Context: an optimization exercise on an open-source flow, tuned for a short achievable clock period and few clock cycles per item. The choices shown serve that exercise and are no tape-out recipe. At most, simulation tests tie the RTL to the original design; equivalence was not proved. Function not checked in run 1: the RTL went through the layout flow alone. Power is estimated from default activity; no workload was simulated.

## design/flow/run.sh

```bash
#!/bin/bash
# synth_recipe.tcl (not shown) runs the flow's synth.tcl, then flattens the netlist and writes it again
# the make line also repeats each setting of config.mk as NAME=value (left out here)
make -C /OpenROAD-flow-scripts/flow DESIGN_CONFIG=/design/flow/config.mk WORK_HOME=/design/flow/orfs CLKGATE_MAP_FILE= SYNTH_SCRIPT=/design/flow/synth_recipe.tcl finish
```

## design/flow/design.v

```verilog
module consolls_core (
    input  wire        clk,
    input  wire        rst,
    input  wire        step_valid,
    output wire        step_ready,
    output wire        done,
    output reg         halted,
    output reg  [2:0]  cause,
    output reg  [15:0] fault_ip,
    output reg  [15:0] info,
    output reg  [2:0]  info_n,
    output reg         mem_req,
    output reg         mem_we,
    output reg  [15:0] mem_addr,
    output reg  [7:0]  mem_wdata,
    input  wire        mem_ready,
    input  wire [7:0]  mem_rdata
);
    localparam [2:0] C_NONE  = 3'd0,
                     C_OOB   = 3'd1,
                     C_INVOP = 3'd2,
                     C_DIV0  = 3'd3,
                     C_SHIFT = 3'd4;
    localparam integer J_R0  = 0,  J_R1  = 1,  J_T   = 2,
                       J_F1L = 3,  J_F1H = 4,  J_F2L = 5,  J_F2H = 6,
                       J_F3L = 7,  J_F3H = 8,
                       J_XL  = 9,  J_XH  = 10, J_YL  = 11, J_YH  = 12,
                       J_PL  = 13, J_PH  = 14,
                       J_WIL = 15, J_WIH = 16, J_WRL = 17, J_WRH = 18;
    localparam integer NJ = 19;
    reg st_idle, st_run, st_done;
    assign step_ready = st_idle;
    assign done       = st_done;
    reg [NJ-1:0] iss;      
    reg [14:0]   vld;      
    reg [4:0]  rjob;       
    reg        rfwd;       
    reg        pend;       
    reg [4:0]  pjob;
    reg        pfwd;
    reg        psel;
    reg [15:0] ip;
    reg [7:0]  tag;
    reg [15:0] f1, f2, f3;
    reg [15:0] x, y, p;
    wire tag_ok = (tag >= 8'h01) && (tag <= 8'h20);
    reg [2:0] width;
    always @(*) begin
        case (tag)
            8'h20:                         width = 3'd1;
            8'h12, 8'h13:                  width = 3'd3;
            8'h0F, 8'h18, 8'h19, 8'h1A,
            8'h1B, 8'h1C, 8'h1D, 8'h1E,
            8'h1F:                         width = 3'd5;
            default:                       width = 3'd7;
        endcase
    end
    reg wide;
    always @(*) begin
        case (tag)
            8'h08, 8'h09, 8'h0A, 8'h0B, 8'h0C, 8'h0D, 8'h0E,
            8'h15, 8'h17, 8'h19, 8'h1B, 8'h1D, 8'h1F: wide = 1'b1;
            default:                                  wide = 1'b0;
        endcase
    end
    wire [2:0] nbytes = wide ? 3'd2 : 3'd1;
    wire is_bin   = (tag >= 8'h01) && (tag <= 8'h0E);
    wire is_div   = (tag == 8'h04) || (tag == 8'h0B);
    wire is_not   = (tag == 8'h0F);
    wire is_shift = (tag == 8'h10) || (tag == 8'h11);
    wire is_jumpv = (tag == 8'h12);
    wire is_jump  = (tag == 8'h13);
    wire is_cjump = (tag == 8'h14) || (tag == 8'h15);
    wire is_cmp   = (tag == 8'h16) || (tag == 8'h17);
    wire is_setv  = (tag == 8'h18) || (tag == 8'h19);
    wire is_copy  = (tag == 8'h1A) || (tag == 8'h1B);
    wire is_get   = (tag == 8'h1C) || (tag == 8'h1D);
    wire is_set   = (tag == 8'h1E) || (tag == 8'h1F);
    function oob;
        input [15:0] a;
        input [2:0]  n;
        begin
            oob = ({1'b0, a} + {14'd0, n}) > 17'h04000;
        end
    endfunction
    function inb;
        input [15:0] a;
        input [2:0]  k;
        begin
            inb = ({1'b0, a} + {14'd0, k}) < 17'h04000;
        end
    endfunction
    wire ipv  = vld[J_R0] & vld[J_R1];
    wire tagv = vld[J_T];
    wire fv1  = vld[J_F1L] & vld[J_F1H];
    wire fv2  = vld[J_F2L] & vld[J_F2H];
    wire fv3  = vld[J_F3L] & vld[J_F3H];
    wire pv   = vld[J_PL] & vld[J_PH];
    wire [15:0] nip = ip + {13'd0, width};
    wire fetch_go = tagv & tag_ok;            
    wire need_f1  = ~tagv | (tag_ok & width >= 3'd3);
    wire need_f2  = fetch_go & (width >= 3'd5);
    wire need_f3  = fetch_go & (width == 3'd7);
    wire use_x  = fetch_go & (is_bin | is_cmp | is_not | is_shift | is_jump |
                              is_cjump | is_copy | is_get | is_set);
    wire use_x2 = use_x & (wide | is_jump);
    wire use_y  = fetch_go & (is_bin | is_cmp | is_cjump);
    wire use_y2 = use_y & wide;
    wire use_p  = fetch_go & (is_get | is_set);
    wire xall = vld[J_XL] & (vld[J_XH] | ~use_x2);
    wire yall = vld[J_YL] & (vld[J_YH] | ~use_y2);
    wire [15:0] xbase = is_get ? p : f1;
    wire [15:0] pbase = is_get ? f1 : f2;
    wire        xbv   = is_get ? pv : fv1;
    wire        pbv   = is_get ? fv1 : fv2;
    reg [NJ-1:0] need;
    reg [NJ-1:0] rdy;
    always @(*) begin
        need = {NJ{1'b0}};
        rdy  = {NJ{1'b0}};
        need[J_R0]  = 1'b1;                 rdy[J_R0]  = 1'b1;
        need[J_R1]  = 1'b1;                 rdy[J_R1]  = 1'b1;
        need[J_T]   = 1'b1;
        rdy[J_T]    = ipv | (pend & pjob == J_R1);
        need[J_F1L] = need_f1;              rdy[J_F1L] = ipv & inb(ip, 3'd1);
        need[J_F1H] = need_f1;              rdy[J_F1H] = ipv & inb(ip, 3'd2);
        need[J_F2L] = need_f2;              rdy[J_F2L] = ipv & inb(ip, 3'd3);
        need[J_F2H] = need_f2;              rdy[J_F2H] = ipv & inb(ip, 3'd4);
        need[J_F3L] = need_f3;              rdy[J_F3L] = ipv & inb(ip, 3'd5);
        need[J_F3H] = need_f3;              rdy[J_F3H] = ipv & inb(ip, 3'd6);
        need[J_XL]  = use_x;                rdy[J_XL]  = xbv & inb(xbase, 3'd0);
        need[J_XH]  = use_x2;               rdy[J_XH]  = xbv & inb(xbase, 3'd1);
        need[J_YL]  = use_y;                rdy[J_YL]  = fv2 & inb(f2, 3'd0);
        need[J_YH]  = use_y2;               rdy[J_YH]  = fv2 & inb(f2, 3'd1);
        need[J_PL]  = use_p;                rdy[J_PL]  = pbv & inb(pbase, 3'd0);
        need[J_PH]  = use_p;                rdy[J_PH]  = pbv & inb(pbase, 3'd1);
    end
    wire [14:0] rd_left = need[14:0] & ~iss[14:0];
    wire        reads_issued = ~|rd_left;
    reg        c_en  [0:3];
    reg        c_v   [0:3];
    reg        c_f   [0:3];
    reg [2:0]  c_c   [0:3];
    reg [15:0] c_i   [0:3];
    reg [2:0]  c_n   [0:3];
    task setchk;
        input integer k;
        input         v;
        input [15:0]  a;
        input [2:0]   n;
        begin
            c_en[k] = 1'b1;
            c_v[k]  = v;
            c_f[k]  = oob(a, n);
            c_c[k]  = C_OOB;
            c_i[k]  = a;
            c_n[k]  = n;
        end
    endtask
    integer k;
    always @(*) begin
        for (k = 0; k < 4; k = k + 1) begin
            c_en[k] = 1'b0; c_v[k] = 1'b0; c_f[k] = 1'b0;
            c_c[k] = C_NONE; c_i[k] = 16'd0; c_n[k] = 3'd0;
        end
        if (is_bin || is_cmp) begin
            setchk(0, fv1, f1, nbytes);
            setchk(1, fv2, f2, nbytes);
            setchk(2, fv3, f3, nbytes);
            c_en[3] = is_div; c_v[3] = yall; c_f[3] = (y == 16'd0);
            c_c[3]  = C_DIV0;
        end else if (is_not) begin
            setchk(0, fv1, f1, 3'd1);
            setchk(1, fv2, f2, 3'd1);
        end else if (is_shift) begin
            setchk(0, fv1, f1, 3'd1);
            setchk(1, fv3, f3, 3'd1);
            c_en[2] = 1'b1; c_v[2] = fv2; c_f[2] = (f2 > 16'd8);
            c_c[2]  = C_SHIFT; c_i[2] = f2;
        end else if (is_jump) begin
            setchk(0, fv1, f1, 3'd2);
        end else if (is_cjump || is_copy) begin
            setchk(0, fv1, f1, nbytes);
            setchk(1, fv2, f2, nbytes);
        end else if (is_setv) begin
            setchk(0, fv1, f1, nbytes);
        end else if (is_get) begin
            setchk(0, fv1, f1, 3'd2);
            setchk(1, pv,  p,  nbytes);
            setchk(2, fv2, f2, nbytes);
        end else if (is_set) begin
            setchk(0, fv1, f1, nbytes);
            setchk(1, fv2, f2, 3'd2);
            setchk(2, pv,  p,  nbytes);
        end
    end
    reg        dec_ok, dec_fail;
    reg [2:0]  d_cause;
    reg [15:0] d_info;
    reg [2:0]  d_n;
    reg        stop;
    always @(*) begin
        dec_ok = 1'b0; dec_fail = 1'b0;
        d_cause = C_NONE; d_info = 16'd0; d_n = 3'd0;
        stop = 1'b0;
        if (!ipv) begin
            stop = 1'b1;
        end else if (ip[15:14] != 2'b00) begin
            dec_fail = 1'b1; d_cause = C_OOB; d_info = ip; d_n = 3'd1;
        end else if (!tagv) begin
            stop = 1'b1;
        end else if (!tag_ok) begin
            dec_fail = 1'b1; d_cause = C_INVOP; d_info = {8'd0, tag};
        end else if (oob(ip, width)) begin
            dec_fail = 1'b1; d_cause = C_OOB; d_info = ip + 16'd1;
            d_n = width - 3'd1;
        end else begin
            for (k = 0; k < 4; k = k + 1) begin
                if (!stop && !dec_fail && c_en[k]) begin
                    if (!c_v[k])
                        stop = 1'b1;
                    else if (c_f[k]) begin
                        dec_fail = 1'b1; d_cause = c_c[k];
                        d_info = c_i[k]; d_n = c_n[k];
                    end
                end
            end
            dec_ok = !stop && !dec_fail;
        end
    end
    reg        dv_busy, dv_done;
    reg [3:0]  dv_cnt;
    reg [15:0] dv_q;       
    reg [15:0] dv_r;       
    reg [17:0] dv_d3;      
    wire [17:0] dv_R  = {dv_r, dv_q[15:14]};
    wire [18:0] dv_t1 = {1'b0, dv_R} - {3'b0, y};
    wire [18:0] dv_t2 = {1'b0, dv_R} - {2'b0, y, 1'b0};
    wire [18:0] dv_t3 = {1'b0, dv_R} - {1'b0, dv_d3};
    reg  [1:0]  dv_qd;
    reg  [15:0] dr_n;
    always @(*) begin
        if (!dv_t3[18])      begin dv_qd = 2'd3; dr_n = dv_t3[15:0]; end
        else if (!dv_t2[18]) begin dv_qd = 2'd2; dr_n = dv_t2[15:0]; end
        else if (!dv_t1[18]) begin dv_qd = 2'd1; dr_n = dv_t1[15:0]; end
        else                 begin dv_qd = 2'd0; dr_n = dv_R[15:0];  end
    end
    wire [15:0] dq_n = {dv_q[13:0], dv_qd};
    reg [15:0] res;
    always @(*) begin
        case (tag)
            8'h01, 8'h08: res = x + y;
            8'h02, 8'h09: res = x - y;
            8'h03, 8'h0A: res = x * y;
            8'h04, 8'h0B: res = dv_q;
            8'h05, 8'h0C: res = x & y;
            8'h06, 8'h0D: res = x | y;
            8'h07, 8'h0E: res = x ^ y;
            8'h0F:        res = ~x;
            8'h10:        res = x << f2[3:0];
            8'h11:        res = x >> f2[3:0];
            8'h16, 8'h17: res = (x < y) ? 16'hFFFF : ((x == y) ? 16'h0000 : 16'h0001);
            8'h18, 8'h19: res = f2;
            default:      res = x;    
        endcase
    end
    wire dst_en = is_bin | is_cmp | is_not | is_shift | is_setv | is_copy |
                  is_get | is_set;
    wire [15:0] dst = (is_not | is_copy | is_get) ? f2 :
                      is_setv ? f1 :
                      is_set  ? p  : f3;
    wire res_lo_rdy = is_div ? dv_done :
                      is_cmp ? (xall & yall) :
                      is_bin ? (vld[J_XL] & vld[J_YL]) :
                      is_setv ? vld[J_F2L] :
                      vld[J_XL];
    wire res_hi_rdy = is_div ? dv_done :
                      is_setv ? vld[J_F2H] :
                      (xall & (yall | ~use_y));
    reg [15:0] newip;
    reg        newip_known;
    always @(*) begin
        newip = nip;
        newip_known = 1'b1;
        if (is_jumpv) begin
            newip = f1;
            newip_known = fv1;
        end
        else if (is_jump) begin
            newip = x;
            newip_known = xall;
        end else if (is_cjump) begin
            if (x == y) newip = f3;
            newip_known = xall & yall & fv3;
        end
    end
    reg         nx_req, nx_we, nx_fwd, nx_fin;
    reg  [4:0]  nx_job;
    reg  [15:0] nx_addr;
    reg  [7:0]  nx_wdata;
    reg  [NJ-1:0] nx_iss;
    reg         found;
    integer j;
    always @(*) begin
        nx_req = 1'b0; nx_we = 1'b0; nx_fwd = 1'b0; nx_fin = 1'b0;
        nx_job = 5'd0; nx_addr = 16'd0; nx_wdata = 8'd0;
        nx_iss = {NJ{1'b0}};
        found = 1'b0;
        for (j = 0; j < 15; j = j + 1) begin
            if (!found && need[j] && !iss[j] && rdy[j]) begin
                found = 1'b1;
                nx_iss[j] = 1'b1;
                nx_job = j[4:0];
                nx_req = 1'b1;
            end
        end
        if (!found && reads_issued && dec_ok) begin
            if (!iss[J_WIL] && (!newip_known || newip[7:0] != ip[7:0])) begin
                if (newip_known) begin
                    found = 1'b1; nx_iss[J_WIL] = 1'b1; nx_job = J_WIL;
                    nx_req = 1'b1; nx_we = 1'b1;
                end
            end else if (!iss[J_WIH] && newip[15:8] != ip[15:8]) begin
                found = 1'b1; nx_iss[J_WIH] = 1'b1; nx_job = J_WIH;
                nx_req = 1'b1; nx_we = 1'b1;
            end else if (dst_en && !iss[J_WRL]) begin
                if (res_lo_rdy) begin
                    found = 1'b1; nx_iss[J_WRL] = 1'b1; nx_job = J_WRL;
                    nx_req = 1'b1; nx_we = 1'b1;
                end
            end else if (dst_en && wide && !iss[J_WRH]) begin
                if (res_hi_rdy) begin
                    found = 1'b1; nx_iss[J_WRH] = 1'b1; nx_job = J_WRH;
                    nx_req = 1'b1; nx_we = 1'b1;
                end
            end else
                nx_fin = 1'b1;
        end
        case (nx_job)
            J_R0:  nx_addr = 16'd0;
            J_R1:  nx_addr = 16'd1;
            J_T:   nx_addr = ip;
            J_F1L: nx_addr = ip + 16'd1;
            J_F1H: nx_addr = ip + 16'd2;
            J_F2L: nx_addr = ip + 16'd3;
            J_F2H: nx_addr = ip + 16'd4;
            J_F3L: nx_addr = ip + 16'd5;
            J_F3H: nx_addr = ip + 16'd6;
            J_XL:  nx_addr = xbase;
            J_XH:  nx_addr = xbase + 16'd1;
            J_YL:  nx_addr = f2;
            J_YH:  nx_addr = f2 + 16'd1;
            J_PL:  nx_addr = pbase;
            J_PH:  nx_addr = pbase + 16'd1;
            J_WIL: begin nx_addr = 16'd0;        nx_wdata = newip[7:0];  end
            J_WIH: begin nx_addr = 16'd1;        nx_wdata = newip[15:8]; end
            J_WRL: begin nx_addr = dst;          nx_wdata = res[7:0];    end
            default: begin nx_addr = dst + 16'd1; nx_wdata = res[15:8];  end
        endcase
        nx_fwd = (nx_job >= J_XL) && (nx_job <= J_PH) && (nx_addr[15:1] == 15'd0);
    end
    wire [7:0] rbyte = pfwd ? (psel ? nip[15:8] : nip[7:0]) : mem_rdata;
    wire slot = !mem_req || mem_ready;
    wire t_direct = pend && pjob == J_R1;
    always @(posedge clk) begin
        if (rst) begin
            st_idle  <= 1'b1;
            st_run   <= 1'b0;
            st_done  <= 1'b0;
            halted   <= 1'b0;
            cause    <= C_NONE;
            fault_ip <= 16'd0;
            info     <= 16'd0;
            info_n   <= 3'd0;
            mem_req  <= 1'b0;
        end else if (st_idle) begin
            mem_req <= step_valid & ~halted;
            if (step_valid) begin
                st_idle <= 1'b0;
                st_done <= halted;
                st_run  <= ~halted;
            end
        end else if (st_done) begin
            st_done <= 1'b0;
            st_idle <= 1'b1;
        end else if (dec_fail) begin
            halted   <= 1'b1;
            cause    <= d_cause;
            fault_ip <= ip;
            info     <= d_info;
            info_n   <= d_n;
            mem_req  <= 1'b0;
            st_run   <= 1'b0;
            st_done  <= 1'b1;
        end else if (slot) begin
            if (nx_fin) begin
                mem_req <= 1'b0;
                st_run  <= 1'b0;
                st_done <= 1'b1;
            end else if (t_direct)
                mem_req <= (mem_rdata[7:6] == 2'b00);
            else
                mem_req <= nx_req;
        end
    end
    always @(posedge clk) begin
        pend <= mem_req & mem_ready & ~mem_we;
        pjob <= rjob;
        pfwd <= rfwd;
        psel <= mem_addr[0];
        if (st_idle) begin
            mem_we   <= 1'b0;
            mem_addr <= 16'd0;
            rjob     <= J_R0;
            rfwd     <= 1'b0;
            iss      <= {{(NJ-1){1'b0}}, 1'b1};
            vld      <= 15'd0;
            x        <= 16'd0;
            y        <= 16'd0;
            p        <= 16'd0;
            dv_busy  <= 1'b0;
            dv_done  <= 1'b0;
        end else begin
            if (slot) begin
                mem_we    <= nx_we;
                mem_addr  <= t_direct ? {mem_rdata, ip[7:0]} : nx_addr;
                mem_wdata <= nx_wdata;
                rjob      <= nx_job;
                rfwd      <= nx_fwd;
                iss       <= iss | nx_iss;
            end
            if (pend) begin
                vld[pjob] <= 1'b1;
                case (pjob)
                    J_R0:  ip[7:0]   <= rbyte;
                    J_R1:  ip[15:8]  <= rbyte;
                    J_T:   tag       <= rbyte;
                    J_F1L: f1[7:0]   <= rbyte;
                    J_F1H: f1[15:8]  <= rbyte;
                    J_F2L: f2[7:0]   <= rbyte;
                    J_F2H: f2[15:8]  <= rbyte;
                    J_F3L: f3[7:0]   <= rbyte;
                    J_F3H: f3[15:8]  <= rbyte;
                    J_XL:  x[7:0]    <= rbyte;
                    J_XH:  x[15:8]   <= rbyte;
                    J_YL:  y[7:0]    <= rbyte;
                    J_YH:  y[15:8]   <= rbyte;
                    J_PL:  p[7:0]    <= rbyte;
                    default: p[15:8] <= rbyte;
                endcase
            end
            if (st_run && is_div && xall && yall && !dv_busy && !dv_done &&
                y != 16'd0) begin
                dv_busy <= 1'b1;
                dv_cnt  <= wide ? 4'd8 : 4'd4;
                dv_q    <= wide ? x : {x[7:0], 8'd0};
                dv_r    <= 16'd0;
                dv_d3   <= {2'b0, y} + {1'b0, y, 1'b0};
            end else if (dv_busy) begin
                dv_q   <= dq_n;
                dv_r   <= dr_n;
                dv_cnt <= dv_cnt - 4'd1;
                if (dv_cnt == 4'd1) begin
                    dv_busy <= 1'b0;
                    dv_done <= 1'b1;
                end
            end
        end
    end
endmodule
```

## design/flow/constraint.sdc

```tcl
create_clock -name core_clock -period 28.0 [get_ports {clk}]
set_input_delay 5.6000 -clock core_clock [delete_from_list [all_inputs] [get_ports {clk}]]
set_output_delay 5.6000 -clock core_clock [all_outputs]
set_load 0.01 [all_outputs]
```

## design/flow/config.mk

```make
export PLATFORM = sky130hd
export DESIGN_NAME = consolls_core
export DESIGN_NICKNAME = consolls_core
export VERILOG_FILES = /design/flow/design.v
export SDC_FILE = /design/flow/constraint.sdc
export NUM_CORES = 4
export LEC_CHECK = 0
export CAP_MARGIN = 20
export CORE_MARGIN = 2
export CORE_UTILIZATION = 40
export SLEW_MARGIN = 20
```

==> results of run 1 <==
-- synthesized netlist by cell type, types with 25 or more instances --
master       n
nor2_1     513
nand2_1    398
a21oi_1    312
inv_1      281
clkbuf_1   247
o21ai_0    245
ha_1       199
dfxtp_1    158
edfxtp_1   134
nor3_1      99
xnor2_1     94
fa_1        93
a211oi_1    83
mux2i_1     72
nand3_1     67
a31oi_1     55
nor4_1      55
o211ai_1    54
a221oi_1    50
o22ai_1     47
xor2_1      47
nand4_1     46
or3_1       38
a21o_1      37
and2_1      35
and3_1      35
nand2b_1    35
buf_1       31
o31ai_1     29
o2111ai_1   27
o21bai_1    27
buf_2       26
a222oi_1    25
nor2b_1     25
-- area by class of cell --
cell class / count / area share [%]
clock buffer: 51 / 3.05
antenna: 1 / 0.00719
multi-input combinational: 3250 / 63.9
inverter: 291 / 3.14
sequential: 292 / 20.7
clock inverter: 15 / 0.395
timing repair buffer: 212 / 5.12
tap: 1050 / 3.77
-- stage by stage --
step	hold WS [ns]	setup slack, ns
2_1_floorplan	0.326	20.26
3_3_place_gp	0.332	18.86
3_5_place_dp	0.335	18.74
4_1_cts	0.349	18.72
5_1_grt	0.350	17.84
6_report	0.349	18.41
-- cells by family after synthesis --
logic type               Yosys count
AND/OR/NAND/NOR                 1467
AO/OA/AOI/OAI                   1258
buffers and inverters            602
adder cells (fa/ha/maj)          293
flip-flops                       292
XOR/XNOR                         141
multiplexers                      91
-- worst max-delay path: cells and delay by family (launching register included) --
| kind | cells | cell delay, ns |
|---|---|---|
| multiplexers | 1 | 0.28 |
| AO/OA/AOI/OAI | 11 | 2.84 |
| adder cells (fa/ha/maj) | 2 | 0.61 |
| flip-flops | 1 | 0.67 |
| buffers and inverters | 4 | 0.77 |
| AND/OR/NAND/NOR | 11 | 4.32 |
-- power breakdown --
part	switching, µW	internal (µW)	total [µW]
registers	7.73	448	456
clock network	215	270	485
logic	45.8	18.0	63.8
-- per-layer routing --
metal / global-route usage [%] / share of wire, %
met1: 54.0 / 41
met2: 52.1 / 39
met3: 14.4 / 15
met4: 16.4 / 5.2
met5: 0 / 0.11
-- final timing paths --
kind,start,to,slack [ns]
setup reg to reg,tag[4],rfwd,18.41
hold / removal,rjob[2],pjob[2],0.35
setup / recovery,tag[4],rfwd,18.41
hold reg to reg,rjob[2],pjob[2],0.35
==> flow_metrics.env, run 1 <==
export IMPL_grt_usage_pct=38.5
export IMPL_cts_setup_buffers=0
export IMPL_port_buffers=78
export IMPL_ctsLongestPathBuffers=3
export IMPL_total_power_uw=1000
export IMPL_final_hold_violation_count=0
export IMPL_netlist_area_leader_share_pct=12.7
export IMPL_synth_ff_type="dfxtp_1"
export IMPL_ant_nets=0
export IMPL_reg2reg_depth=29
export IMPL_top_regs="dv_d3 x18, iss x18"
export IMPL_clock_latency_ns=0.60
export IMPL_die_y_um=285
export IMPL_clk_pin_slew_ns=0.06
export IMPL_nFillCells=8035
export IMPL_ys_seq_area_share_pct=22.7
export IMPL_period_share_pct=34.3
export IMPL_cts_tree="yes"
export IMPL_num_io_pins=79
export IMPL_synth_compound_area_share_pct=26.9
export IMPL_whs_path_depth=0
export IMPL_worstMarginPinSlew_ns=1.30
export IMPL_hold_buffers=0
export IMPL_gr_total_overflow=0
export IMPL_min_path_type="flip-flop to flip-flop"
export IMPL_max_freq_ghz=0.104
export IMPL_synth_area_per_cell_um2=7.63
export IMPL_grt_antenna_before_repair=20
export IMPL_cts_root_buffer="clkbuf_16"
export IMPL_vias_per_cell=6.69
export IMPL_multi_input_area_um2=22200
export IMPL_gp_congestion=1.07
export IMPL_synth_top_family_by_area="compound AO/OA/AOI/OAI gates"
export IMPL_finClkSkew_ns=0.0288
export IMPL_final_cell_mix="513 x nor2_1, 398 x nand2_1, 311 x a21oi_1"
export IMPL_start_kind="flip-flop"
export IMPL_tns_ns=0
export IMPL_synth_area_um2=31600
export IMPL_firstDrtPassIters=10
export IMPL_dp_cells=5094
export IMPL_drt_drc_violations_left=0
export IMPL_crit_path_max_fanout=39
export IMPL_drt_initial_drc_count=5354
export IMPL_power_density_nw_per_um2=28.9
export IMPL_layout_commonest_cell="nor2_1"
export IMPL_grt_max_degree=66
export IMPL_netlist_top_cells_area="edfxtp_1 13%, dfxtp_1 10%, ha_1 7.9%, nor2_1 6.1%, fa_1 5.9%"
export IMPL_setup_viol=0
export IMPL_cp_arrival_ns=10.12
export IMPL_rows=103
export IMPL_cts_sinks=292
export IMPL_yosys_area_share_adder_pct=13.8
export IMPL_design_area_um2=34800
export IMPL_synth_simple_gate_area_share_pct=22.2
export IMPL_cts_buffers_inserted=37
export IMPL_yosysTopAreaCell="edfxtp_1"
export IMPL_relSlewSlack_pct=12.6
export IMPL_rsz0062_at_grt="false"
export IMPL_p_leak_uw=0.0128
export IMPL_hpwl_um=120000
export IMPL_cp_data_required_time_ns=28.53
export IMPL_synth_nets=4448
export IMPL_start_util_pct=40.2
export IMPL_crit_slowest_cell="nor4b_2"
export IMPL_place_area_um2=33600
export IMPL_drive_above_1_share_pct=7.20
export IMPL_fp_coreArea_um2=78600
export IMPL_synth_async_reset_ratio_pct=0
export IMPL_synthCells=4144
export IMPL_seqCellArea_um2=7190
export IMPL_crit_path_end_kind="flip-flop"
export IMPL_max_cap_violations=0
export IMPL_grt_pass1_vias=31700
export IMPL_synth_cell_types=118
export IMPL_layout_min_cycle_time_ns=9.59
export IMPL_synth_xor_area_share_pct=3.90
export IMPL_wl_per_cell_um=31.3
export IMPL_cts_resized=0
export IMPL_die_w_um=285
export IMPL_htreeDepth=2
export IMPL_die_area_um2=81300
export IMPL_critical_path_class="flip-flop to flip-flop"
export IMPL_slew_violations=0
export IMPL_wl_um=162000
export IMPL_status="no timing/DRC/antenna violations"
export IMPL_vias=34600
export IMPL_vdd_ir_drop_max_v=0.0000473
export IMPL_ys_warn_count=7
export IMPL_syn2layout_area_growth_pct=10.1
export IMPL_synth_edf_count=134
export IMPL_post_route_util_pct=44.3
export IMPL_critPathMaxStageDelay_ns=0.83
export IMPL_fin_nets=4388
export IMPL_grt_first_pass_wirelength_um=230000
export IMPL_synth_seq_cells=292
export IMPL_synthMuxAreaShare_pct=3.20
export IMPL_instances_no_fill=5162
==> run 2: changes to the inputs <==
--- a/design/flow/design.v
+++ b/design/flow/design.v
@@ -230,21 +230,23 @@
     end
     reg        dv_busy, dv_done;
-    reg [3:0]  dv_cnt;
-    reg [15:0] dv_q;       
-    reg [15:0] dv_r;       
-    reg [17:0] dv_d3;      
-    wire [17:0] dv_R  = {dv_r, dv_q[15:14]};
-    wire [18:0] dv_t1 = {1'b0, dv_R} - {3'b0, y};
-    wire [18:0] dv_t2 = {1'b0, dv_R} - {2'b0, y, 1'b0};
-    wire [18:0] dv_t3 = {1'b0, dv_R} - {1'b0, dv_d3};
-    reg  [1:0]  dv_qd;
-    reg  [15:0] dr_n;
+    reg [4:0]  dv_cnt;
+    reg [15:0] dv_q;
+    reg [15:0] dv_r;
+    reg [15:0] dq_n, dr_n;
+    reg [16:0] dt;
+    integer s;
     always @(*) begin
-        if (!dv_t3[18])      begin dv_qd = 2'd3; dr_n = dv_t3[15:0]; end
-        else if (!dv_t2[18]) begin dv_qd = 2'd2; dr_n = dv_t2[15:0]; end
-        else if (!dv_t1[18]) begin dv_qd = 2'd1; dr_n = dv_t1[15:0]; end
-        else                 begin dv_qd = 2'd0; dr_n = dv_R[15:0];  end
+        dq_n = dv_q;
+        dr_n = dv_r;
+        for (s = 0; s < 2; s = s + 1) begin
+            dt = {dr_n, dq_n[15]};
+            dq_n = {dq_n[14:0], 1'b0};
+            if (dt >= {1'b0, y}) begin
+                dt = dt - {1'b0, y};
+                dq_n[0] = 1'b1;
+            end
+            dr_n = dt[15:0];
+        end
     end
-    wire [15:0] dq_n = {dv_q[13:0], dv_qd};
     reg [15:0] res;
     always @(*) begin
@@ -340,5 +342,5 @@
             J_R0:  nx_addr = 16'd0;
             J_R1:  nx_addr = 16'd1;
-            J_T:   nx_addr = ip;
+            J_T:   nx_addr = ipv ? ip : {mem_rdata, ip[7:0]};
             J_F1L: nx_addr = ip + 16'd1;
             J_F1H: nx_addr = ip + 16'd2;
@@ -358,9 +360,10 @@
             default: begin nx_addr = dst + 16'd1; nx_wdata = res[15:8];  end
         endcase
+        if (nx_job == J_T && !ipv && mem_rdata[7:6] != 2'b00)
+            nx_req = 1'b0;
         nx_fwd = (nx_job >= J_XL) && (nx_job <= J_PH) && (nx_addr[15:1] == 15'd0);
     end
     wire [7:0] rbyte = pfwd ? (psel ? nip[15:8] : nip[7:0]) : mem_rdata;
     wire slot = !mem_req || mem_ready;
-    wire t_direct = pend && pjob == J_R1;
     always @(posedge clk) begin
         if (rst) begin
@@ -374,60 +377,13 @@
             info_n   <= 3'd0;
             mem_req  <= 1'b0;
-        end else if (st_idle) begin
-            mem_req <= step_valid & ~halted;
-            if (step_valid) begin
-                st_idle <= 1'b0;
-                st_done <= halted;
-                st_run  <= ~halted;
-            end
-        end else if (st_done) begin
-            st_done <= 1'b0;
-            st_idle <= 1'b1;
-        end else if (dec_fail) begin
-            halted   <= 1'b1;
-            cause    <= d_cause;
-            fault_ip <= ip;
-            info     <= d_info;
-            info_n   <= d_n;
-            mem_req  <= 1'b0;
-            st_run   <= 1'b0;
-            st_done  <= 1'b1;
-        end else if (slot) begin
-            if (nx_fin) begin
-                mem_req <= 1'b0;
-                st_run  <= 1'b0;
-                st_done <= 1'b1;
-            end else if (t_direct)
-                mem_req <= (mem_rdata[7:6] == 2'b00);
-            else
-                mem_req <= nx_req;
-        end
-    end
-    always @(posedge clk) begin
-        pend <= mem_req & mem_ready & ~mem_we;
-        pjob <= rjob;
-        pfwd <= rfwd;
-        psel <= mem_addr[0];
-        if (st_idle) begin
             mem_we   <= 1'b0;
-            mem_addr <= 16'd0;
-            rjob     <= J_R0;
-            rfwd     <= 1'b0;
-            iss      <= {{(NJ-1){1'b0}}, 1'b1};
-            vld      <= 15'd0;
-            x        <= 16'd0;
-            y        <= 16'd0;
-            p        <= 16'd0;
+            pend     <= 1'b0;
             dv_busy  <= 1'b0;
             dv_done  <= 1'b0;
         end else begin
-            if (slot) begin
-                mem_we    <= nx_we;
-                mem_addr  <= t_direct ? {mem_rdata, ip[7:0]} : nx_addr;
-                mem_wdata <= nx_wdata;
-                rjob      <= nx_job;
-                rfwd      <= nx_fwd;
-                iss       <= iss | nx_iss;
-            end
+            pend <= mem_req & mem_ready & ~mem_we;
+            pjob <= rjob;
+            pfwd <= rfwd;
+            psel <= mem_addr[0];
             if (pend) begin
                 vld[pjob] <= 1'b1;
@@ -453,17 +409,68 @@
                 y != 16'd0) begin
                 dv_busy <= 1'b1;
-                dv_cnt  <= wide ? 4'd8 : 4'd4;
+                dv_cnt  <= wide ? 5'd8 : 5'd4;
                 dv_q    <= wide ? x : {x[7:0], 8'd0};
                 dv_r    <= 16'd0;
-                dv_d3   <= {2'b0, y} + {1'b0, y, 1'b0};
             end else if (dv_busy) begin
                 dv_q   <= dq_n;
                 dv_r   <= dr_n;
-                dv_cnt <= dv_cnt - 4'd1;
-                if (dv_cnt == 4'd1) begin
+                dv_cnt <= dv_cnt - 5'd1;
+                if (dv_cnt == 5'd1) begin
                     dv_busy <= 1'b0;
                     dv_done <= 1'b1;
                 end
             end
+            if (st_idle) begin
+                if (step_valid) begin
+                    st_idle <= 1'b0;
+                    if (halted)
+                        st_done <= 1'b1;
+                    else begin
+                        st_run    <= 1'b1;
+                        halted    <= 1'b0;
+                        cause     <= C_NONE;
+                        iss       <= {{(NJ-1){1'b0}}, 1'b1};
+                        vld       <= 15'd0;
+                        x         <= 16'd0;
+                        y         <= 16'd0;
+                        p         <= 16'd0;
+                        dv_busy   <= 1'b0;
+                        dv_done   <= 1'b0;
+                        mem_req   <= 1'b1;
+                        mem_we    <= 1'b0;
+                        mem_addr  <= 16'd0;
+                        rjob      <= J_R0;
+                        rfwd      <= 1'b0;
+                    end
+                end
+            end else if (st_done) begin
+                st_done <= 1'b0;
+                st_idle <= 1'b1;
+            end else begin
+                if (dec_fail) begin
+                    halted   <= 1'b1;
+                    cause    <= d_cause;
+                    fault_ip <= ip;
+                    info     <= d_info;
+                    info_n   <= d_n;
+                    mem_req  <= 1'b0;
+                    st_run   <= 1'b0;
+                    st_done  <= 1'b1;
+                end else if (slot) begin
+                    if (nx_fin) begin
+                        mem_req <= 1'b0;
+                        st_run  <= 1'b0;
+                        st_done <= 1'b1;
+                    end else begin
+                        mem_req   <= nx_req;
+                        mem_we    <= nx_we;
+                        mem_addr  <= nx_addr;
+                        mem_wdata <= nx_wdata;
+                        rjob      <= nx_job;
+                        rfwd      <= nx_fwd;
+                        iss       <= iss | nx_iss;
+                    end
+                end
+            end
         end
     end
==> run 2 against run 1 <==
Against the previous run: still clean; setup slack gained 0.49 ns; maximum frequency grew 5.3%; sequential share of layout area grew 2.6 points; final cell count shrank 7.4%; clock skew shrank 0.0048 ns; clock power grew 2%; critical path type unchanged; largest cell class unchanged; largest power group is now combinational logic; highest routed layer unchanged.
==> flow_metrics.env, run 2 <==
export IMPL_crit_path_max_fanout=19
export IMPL_yosys_area_share_adder_pct=12.4
export IMPL_synth_top_family_by_area="compound AO/OA/AOI/OAI gates"
export IMPL_die_y_um=280
export IMPL_layout_min_cycle_time_ns=9.11
export IMPL_worstMarginPinSlew_ns=1.37
export IMPL_tns_ns=0
export IMPL_nFillCells=7620
export IMPL_period_share_pct=32.5
export IMPL_fin_nets=4030
export IMPL_relSlewSlack_pct=6.16
export IMPL_grt_pass1_vias=29800
export IMPL_crit_top_cell="o21ai_0"
export IMPL_synthMuxAreaShare_pct=4.00
export IMPL_ys_seq_area_share_pct=25.6
export IMPL_synth_compound_area_share_pct=24.6
export IMPL_port_buffers=78
export IMPL_cp_data_required_time_ns=28.29
export IMPL_largest_register_ffs=18
export IMPL_yosysTopAreaCell="edfxtp_1"
export IMPL_vdd_ir_drop_max_v=0.0000515
export IMPL_design_area_um2=33400
export IMPL_start_util_pct=40.2
export IMPL_die_w_um=280
export IMPL_rsz0062_at_grt="false"
export IMPL_wl_met1_um=54400
export IMPL_met2WireLength_um=58500
export IMPL_crit_path_end_kind="flip-flop"
export IMPL_clk_pin_slew_ns=0.06
export IMPL_netlist_top_cells_area="edfxtp_1 22%, ha_1 6.4%, nor2_1 6.0%, fa_1 6.0%, nand2_1 4.9%"
export IMPL_synth_area_um2=30400
export IMPL_total_power_uw=1550
export IMPL_num_io_pins=79
export IMPL_synth_async_reset_ratio_pct=0
export IMPL_slew_violations=0
export IMPL_cp_arrival_ns=9.39
export IMPL_gr_total_overflow=0
export IMPL_cts_sinks=275
export IMPL_finClkSkew_ns=0.0240
export IMPL_die_area_um2=78200
export IMPL_rows=101
export IMPL_synth_seq_cells=275
export IMPL_netlist_area_leader_share_pct=22.4
export IMPL_max_freq_ghz=0.110
export IMPL_synth_common_cells="489 x nor2_1, 398 x nand2_1, 268 x a21oi_1"
export IMPL_grt_first_pass_wirelength_um=205000
export IMPL_vias_per_cell=6.68
export IMPL_grt_antenna_before_repair=6
export IMPL_grt_usage_pct=35.3
export IMPL_crit_slowest_cell="a221o_1"
export IMPL_top_layer_used="met5"
export IMPL_drive_above_1_share_pct=7.63
export IMPL_clock_latency_ns=0.58
export IMPL_synth_edf_count=227
export IMPL_hold_buffers=0
export IMPL_cts_root_buffer="clkbuf_16"
export IMPL_syn2layout_area_growth_pct=9.91
export IMPL_p_leak_uw=0.0125
export IMPL_drt_drc_violations_left=0
export IMPL_critPathMaxStageDelay_ns=0.74
export IMPL_vias=31900
export IMPL_max_cap_violations=0
export IMPL_cts_tree="yes"
export IMPL_power_density_nw_per_um2=46.5
export IMPL_setup_viol=0
export IMPL_ctsLongestPathBuffers=3
export IMPL_critical_path_class="flip-flop to flip-flop"
export IMPL_synth_area_per_cell_um2=7.91
export IMPL_min_path_type="flip-flop to flip-flop"
export IMPL_drt_initial_drc_count=4702
export IMPL_hpwl_um=105000
export IMPL_cts_resized=0
export IMPL_gp_congestion=1.05
export IMPL_wl_um=142000
export IMPL_cts_setup_buffers=0
export IMPL_final_cell_mix="485 x nor2_1, 398 x nand2_1, 267 x a21oi_1"
export IMPL_synthCells=3839
export IMPL_synth_ff_type="edfxtp_1"
export IMPL_cts_buffers_inserted=36
export IMPL_ant_nets=0
export IMPL_ys_warn_count=7
export IMPL_synth_simple_gate_area_share_pct=21.9
export IMPL_synth_cell_types=108
export IMPL_grt_max_degree=70
export IMPL_firstDrtPassIters=9
export IMPL_synth_most_common_cell="nor2_1"
export IMPL_synth_xor_area_share_pct=4.38
export IMPL_start_kind="flip-flop"
export IMPL_status="no timing/DRC/antenna violations"
export IMPL_final_hold_violation_count=0
export IMPL_fp_coreArea_um2=75600
export IMPL_largest_register="iss"
export IMPL_layout_commonest_cell="nor2_1"
export IMPL_synth_nets=4098
export IMPL_htreeDepth=2
export IMPL_place_area_um2=32100
export IMPL_wl_per_cell_um=29.8
export IMPL_routed_wl_met3_um=16600
## run 2: cell count changes after synthesis, moves of 29 or more
cell,before,now
dfxtp_1,158,48
edfxtp_1,134,227
o21ai_0,245,194
a21oi_1,312,268
ha_1,199,156
inv_1,281,239
nand3_1,67,96
## run 2: cell type report
cell class	count	area, µm²	share of cell area, %
Clock buffer	43	980	2.93
Tap cell	978	1220	3.67
Timing Repair Buffer	197	1670	5.00
Clock inverter	23	284	0.851
Inverter	248	932	2.79
Sequential cell	275	7780	23.3
Antenna cell	3	7.51	0.0225
Multi-Input combinational cell	3013	20500	61.4
## run 2: cells by family after synthesis
logic type,after synthesis
AO/OA/AOI/OAI,1098
XOR/XNOR,152
adder cells (fa/ha/maj),247
buffers and inverters,551
flip-flops,275
multiplexers,113
AND/OR/NAND/NOR,1403
## run 2: stage by stage
step	instances	hold WS (ns)	worst slack [ns]	util (%)
2_1_floorplan	3839	0.400	19.71	-
3_3_place_gp	4710	0.445	19.30	42.5
3_5_place_dp	4710	0.446	19.16	42.5
4_1_cts	4776	0.454	19.08	44.1
5_1_grt	4777	0.477	18.05	44.2
6_report	4780	0.454	18.89	44.2
## run 2: worst max-delay path, delay by kind of cell (launching register included)
family          cells  cell delay (ns)
simple gates        3             0.57
compound gates     25             5.58
buf+inv             3             0.92
mux                 1             0.39
fa+ha+maj           2             0.76
flops               1             0.58
## run 2: per-layer routing
layer  track usage [%]  vias up
met5                 0        -
met4              26.4        8
met3              8.97      646
met2              51.6     2290
met1              44.8    15100
li1                  -    13900
## run 2: path summary, 6_finish.rpt
check             depth (start not counted)     endpoint   startpoint  slack (ns)
hold / removal                            2  fault_ip[7]  fault_ip[7]        0.45
hold reg to reg                           2  fault_ip[7]  fault_ip[7]        0.45
setup / recovery                         34      dv_q[0]         y[2]       18.89
setup reg to reg                         34      dv_q[0]         y[2]       18.89
## run 2: where the power goes
part | switching, µW | internal (µW)
clock network | 197 | 299
registers | 23.8 | 463
logic | 363 | 205
Testbench counts of run 2, summed over its fixed seeds: cycles 179,825, steps 9,600.

-- separate check: timing with driven ports --
The flow's constraints put no driver on any port. The routed layouts listed below were extracted and timed again, unchanged, in two steps.
Step 1: set_driving_cell puts a clkbuf_16 on clk and a buf_2 on each other input, an assumption about the parent block.
Step 2 also shifts input and output timing later by t, the mid clock arrival at the registers, as if the neighbouring blocks saw the same clock.
Slacks: no drivers / after step 1 / after step 2; pairs: no drivers / after step 1.
run | t (ns) | slack for setup (ns) | worst register clock-pin slew, ns
run 1 | 0.649 | 18.409 / 18.409 / 18.409 | 0.07 / 0.07
run 2 | 0.635 | 18.894 / 18.894 / 18.894 | 0.06 / 0.06
After both steps every run listed still meets setup and hold.
